This is an optimization exercise on Yosys and OpenROAD, whose aim is a short achievable clock period and few clock cycles per item, not a production implementation.
In this exercise RTL edits were held to simulation tests only and were not proved equivalent to the original.
Power and IR drop assume default switching activity.

==> juniper <==
## sf_rast
module sf_rast (
    input  wire        clk,
    input  wire        rst,           
    input  wire        start,         
    input  wire [7:0]  bg_ctrl,       
    input  wire [9:0]  fb_w,          
    input  wire [8:0]  fb_h,          
    input  wire [9:0]  clip_min_x,
    input  wire [9:0]  clip_max_x,
    input  wire [8:0]  clip_min_y,
    input  wire [8:0]  clip_max_y,
    output reg         busy,
    output reg         done,          
    output reg  [7:0]  result,        
    output reg  [10:0] ram_addr,
    input  wire [7:0]  ram_rdata,
    output reg  [18:0] rom_addr,
    input  wire [7:0]  rom_rdata,
    output reg         fb_we,
    output reg  [8:0]  fb_x,
    output reg  [7:0]  fb_y,
    output reg  [7:0]  fb_data
);
    reg [7:0]  bg_q;
    reg [9:0]  fbw_q, cminx, cmaxx;
    reg [8:0]  fbh_q, cminy, cmaxy;
    reg [7:0]  ram_q, rom_q;
    always @(posedge clk) begin
        bg_q  <= bg_ctrl;
        fbw_q <= fb_w;
        fbh_q <= fb_h;
        cminx <= clip_min_x;
        cmaxx <= clip_max_x;
        cminy <= clip_min_y;
        cmaxy <= clip_max_y;
        ram_q <= ram_rdata;
        rom_q <= rom_rdata;
    end
    wire fb_bad   = (fbw_q == 10'd0) || (fbw_q > 10'd512) ||
                    (fbh_q == 9'd0)  || (fbh_q > 9'd256);
    wire clip_bad = !(cminx < cmaxx && cmaxx <= fbw_q &&
                      cminy < cmaxy && cmaxy <= fbh_q);
    localparam [1:0] T_IDLE = 2'd0, T_CHK = 2'd1, T_RUN = 2'd2;
    reg [1:0] tst;
    reg       init;             
    wire      run = (tst == T_RUN);
    reg [9:0] out_rem;          
    reg       out_last;         
    reg       out_nz, out_one, out_le2;    
    wire      fin_now = run && out_last && out_one;
    always @(posedge clk) begin
        result <= fb_bad ? 8'h02 : clip_bad ? 8'h03 : 8'h00;
    end
    always @(posedge clk) begin
        if (rst) begin
            tst  <= T_IDLE;
            busy <= 1'b0;
            done <= 1'b0;
            init <= 1'b0;
        end else begin
            init <= (tst == T_IDLE) && start;
            case (tst)
                T_IDLE: begin
                    busy <= start;
                    done <= 1'b0;
  ...
clock: 7.0 ns
lec_check: 0
abc_clock_period_in_ps: 2800
cap_margin: 20
core_margin: 2
core_utilization: 50
place_density: 0.62
setup_slack_margin: 4.0
slew_margin: 20
tns_end_percent: 5
run.sh (not shown) runs the stock make flow with config.mk's settings and CLKGATE_MAP_FILE= SYNTH_SCRIPT=/design/flow/synth_recipe.tcl, a recipe that flattens the netlist after the stock synthesis.
==> tundra (differences from juniper) <==
--- a/flow/design.v
+++ b/flow/design.v
@@ -586,15 +586,18 @@
     reg [8:0]  p1_val;
     reg [7:0]  p1_data;
     reg        p2_we, p2_tok;
     reg [8:0]  p2_idx;
     reg [7:0]  p2_data;
     reg        p3_tok, p3_tb, b2;
-    reg [7:0]  p3_hi0, p3_hi1, p3_mid0, p3_mid1, p3_lo0, p3_lo1;
-    reg [7:0]  p3_d00, p3_d01, p3_d10, p3_d11;    
+    reg [7:0]  p3_hi0, p3_hi1;
+    reg [7:0]  p3_mid [0:7];     
+    reg [7:0]  p3_lo  [0:7];
+    reg [7:0]  p3_d   [0:7];
     wire star_show = !(bg_q[3] && bg_q[5:4] == pen_h[1:0]);
+    integer qi;
     always @(posedge clk) begin
         if (t2_pen) pen_h <= rom_q;
         if (init) b2 <= 1'b0;
         else if (p2_tok) b2 <= !b2;
         p1_star <= t2_sx;
         p1_tok  <= t2_tok && !init;
@@ -607,20 +610,23 @@
         p2_idx  <= p1_star ? (p1_val - cminx[8:0]) : p1_val;
         p2_data <= p1_data;
         p3_tok  <= p2_tok && !init;
         p3_tb   <= b2;
         p3_hi0  <= (p2_we && !init && !b2) ? (8'd1 << p2_idx[8:6]) : 8'd0;
         p3_hi1  <= (p2_we && !init &&  b2) ? (8'd1 << p2_idx[8:6]) : 8'd0;
-        p3_mid0 <= b2 ? 8'd0 : (8'd1 << p2_idx[5:3]);
-        p3_mid1 <= b2 ? (8'd1 << p2_idx[5:3]) : 8'd0;
-        p3_lo0  <= b2 ? 8'd0 : (8'd1 << p2_idx[2:0]);
-        p3_lo1  <= b2 ? (8'd1 << p2_idx[2:0]) : 8'd0;
-        p3_d00  <= (!b2 && !p2_idx[8]) ? p2_data : 8'd0;
-        p3_d01  <= (!b2 &&  p2_idx[8]) ? p2_data : 8'd0;
-        p3_d10  <= ( b2 && !p2_idx[8]) ? p2_data : 8'd0;
-        p3_d11  <= ( b2 &&  p2_idx[8]) ? p2_data : 8'd0;
+        for (qi = 0; qi < 8; qi = qi + 1) begin
+            if ({b2, p2_idx[8:7]} == qi[2:0]) begin
+                p3_mid[qi] <= 8'd1 << p2_idx[5:3];
+                p3_lo[qi]  <= 8'd1 << p2_idx[2:0];
+                p3_d[qi]   <= p2_data;
+            end else begin
+                p3_mid[qi] <= 8'd0;
+                p3_lo[qi]  <= 8'd0;
+                p3_d[qi]   <= 8'd0;
+            end
+        end
     end
     reg [4095:0] rb0, rb1;
     reg [1:0]    sh;             
     reg [7:0]    shg0, shg1;     
     reg [7:0]    grp_act;        
     reg [1:0]    ready;          
@@ -634,20 +640,20 @@
         for (gi = 0; gi < 512; gi = gi + 1) begin : g_row
             always @(posedge clk) begin
                 if (init)
                     rb0[gi*8 +: 8] <= 8'hFF;
                 else if (shg0[gi/64])
                     rb0[gi*8 +: 8] <= rb0_nx[gi*8 +: 8];
-                else if (p3_hi0[gi/64] && p3_mid0[(gi/8)%8] && p3_lo0[gi%8])
-                    rb0[gi*8 +: 8] <= (gi < 256) ? p3_d00 : p3_d01;
+                else if (p3_hi0[gi/64] && p3_mid[gi/128][(gi/8)%8] && p3_lo[gi/128][gi%8])
+                    rb0[gi*8 +: 8] <= p3_d[gi/128];
                 if (init)
                     rb1[gi*8 +: 8] <= 8'hFF;
                 else if (shg1[gi/64])
                     rb1[gi*8 +: 8] <= rb1_nx[gi*8 +: 8];
-                else if (p3_hi1[gi/64] && p3_mid1[(gi/8)%8] && p3_lo1[gi%8])
-                    rb1[gi*8 +: 8] <= (gi < 256) ? p3_d10 : p3_d11;
+                else if (p3_hi1[gi/64] && p3_mid[4 + gi/128][(gi/8)%8] && p3_lo[4 + gi/128][gi%8])
+                    rb1[gi*8 +: 8] <= p3_d[4 + gi/128];
             end
         end
     endgenerate
     wire [1:0] ready_nx = (ready & ~xfer_b) | {p3_tok & p3_tb, p3_tok & !p3_tb};
     wire       xfer     = xfer_b[0] | xfer_b[1];
     wire       out_free = !out_nz || out_le2;    
--- a/flow/config.mk
+++ b/flow/config.mk
@@ -5,11 +5,11 @@
 export SDC_FILE = /design/flow/constraint.sdc
 export NUM_CORES = 4
 export LEC_CHECK = 0
 export ABC_CLOCK_PERIOD_IN_PS = 2800
 export CAP_MARGIN = 20
 export CORE_MARGIN = 2
-export CORE_UTILIZATION = 50
-export PLACE_DENSITY = 0.62
+export CORE_UTILIZATION = 55
+export PLACE_DENSITY = 0.66
 export SETUP_SLACK_MARGIN = 4.0
 export SLEW_MARGIN = 20
 export TNS_END_PERCENT = 5
==> qor summary <==
	juniper	tundra
Status	timing/DRC/antenna clean	timing/DRC/antenna clean
Post-route cell area	488000 sq um	476000 sq um
GR met2 Demand/Resource	36.8%	41.7%
Synth Register Bits	10600	10700
WP data arrival	1.80 ns	4.28 ns
Sequential-to-total area share from yosys stat	51.8%	53.6%
Final setup slack of the worst path	3.80 ns	3.76 ns
Clock share of power	47.4%	32.3%
Endpoint kind of the worst setup timing path	output pin	register
Routed met1 length	497000 microns	493000 microns
Number of placed cells counting well taps	52200	52100
Worst R2R Path Depth	8	5
Layout cell share with drive strength beyond 1	16.6%	11.4%
Layout sequential cell count	10600	10700
GRT Total Usage	22.8%	25.8%
Data buffer area share	1.28%	1.27%
Area share of xor/xnor cells in the synthesized design	0.365%	0.401%
Testbench counts of juniper, summed over its fixed seeds: cycles 2,301,118, frames 18.
Testbench counts of tundra, summed over its fixed seeds: cycles 2,301,118, frames 18.

[port drivers added, routing unchanged]
The results above use ideal ports. As a check the final layouts listed here were re-extracted and re-timed, cells and wires unchanged. Step 1 sets driving cells, clkbuf_16 on the clock port and buf_2 on the other inputs (assumed; they add their load-dependent delay and slew). Step 2, shift: input delay + t, output delay - t, t = (earliest + latest rising clock arrival at the registers) / 2. This alone moves slack from input paths to output paths. Slacks: ideal ports / drivers / drivers and shift; pairs: ideal ports / drivers.
| run | t, ns | setup WS [ns] | worst slew at a driven data input, ns |
|---|---|---|---|
| juniper | 1.359 | 3.797 / 3.655 / 3.823 | 0.09 |
| tundra | 1.361 | 3.759 / 3.743 / 3.759 | 0.15 |
After both steps every run listed still meets setup and hold.
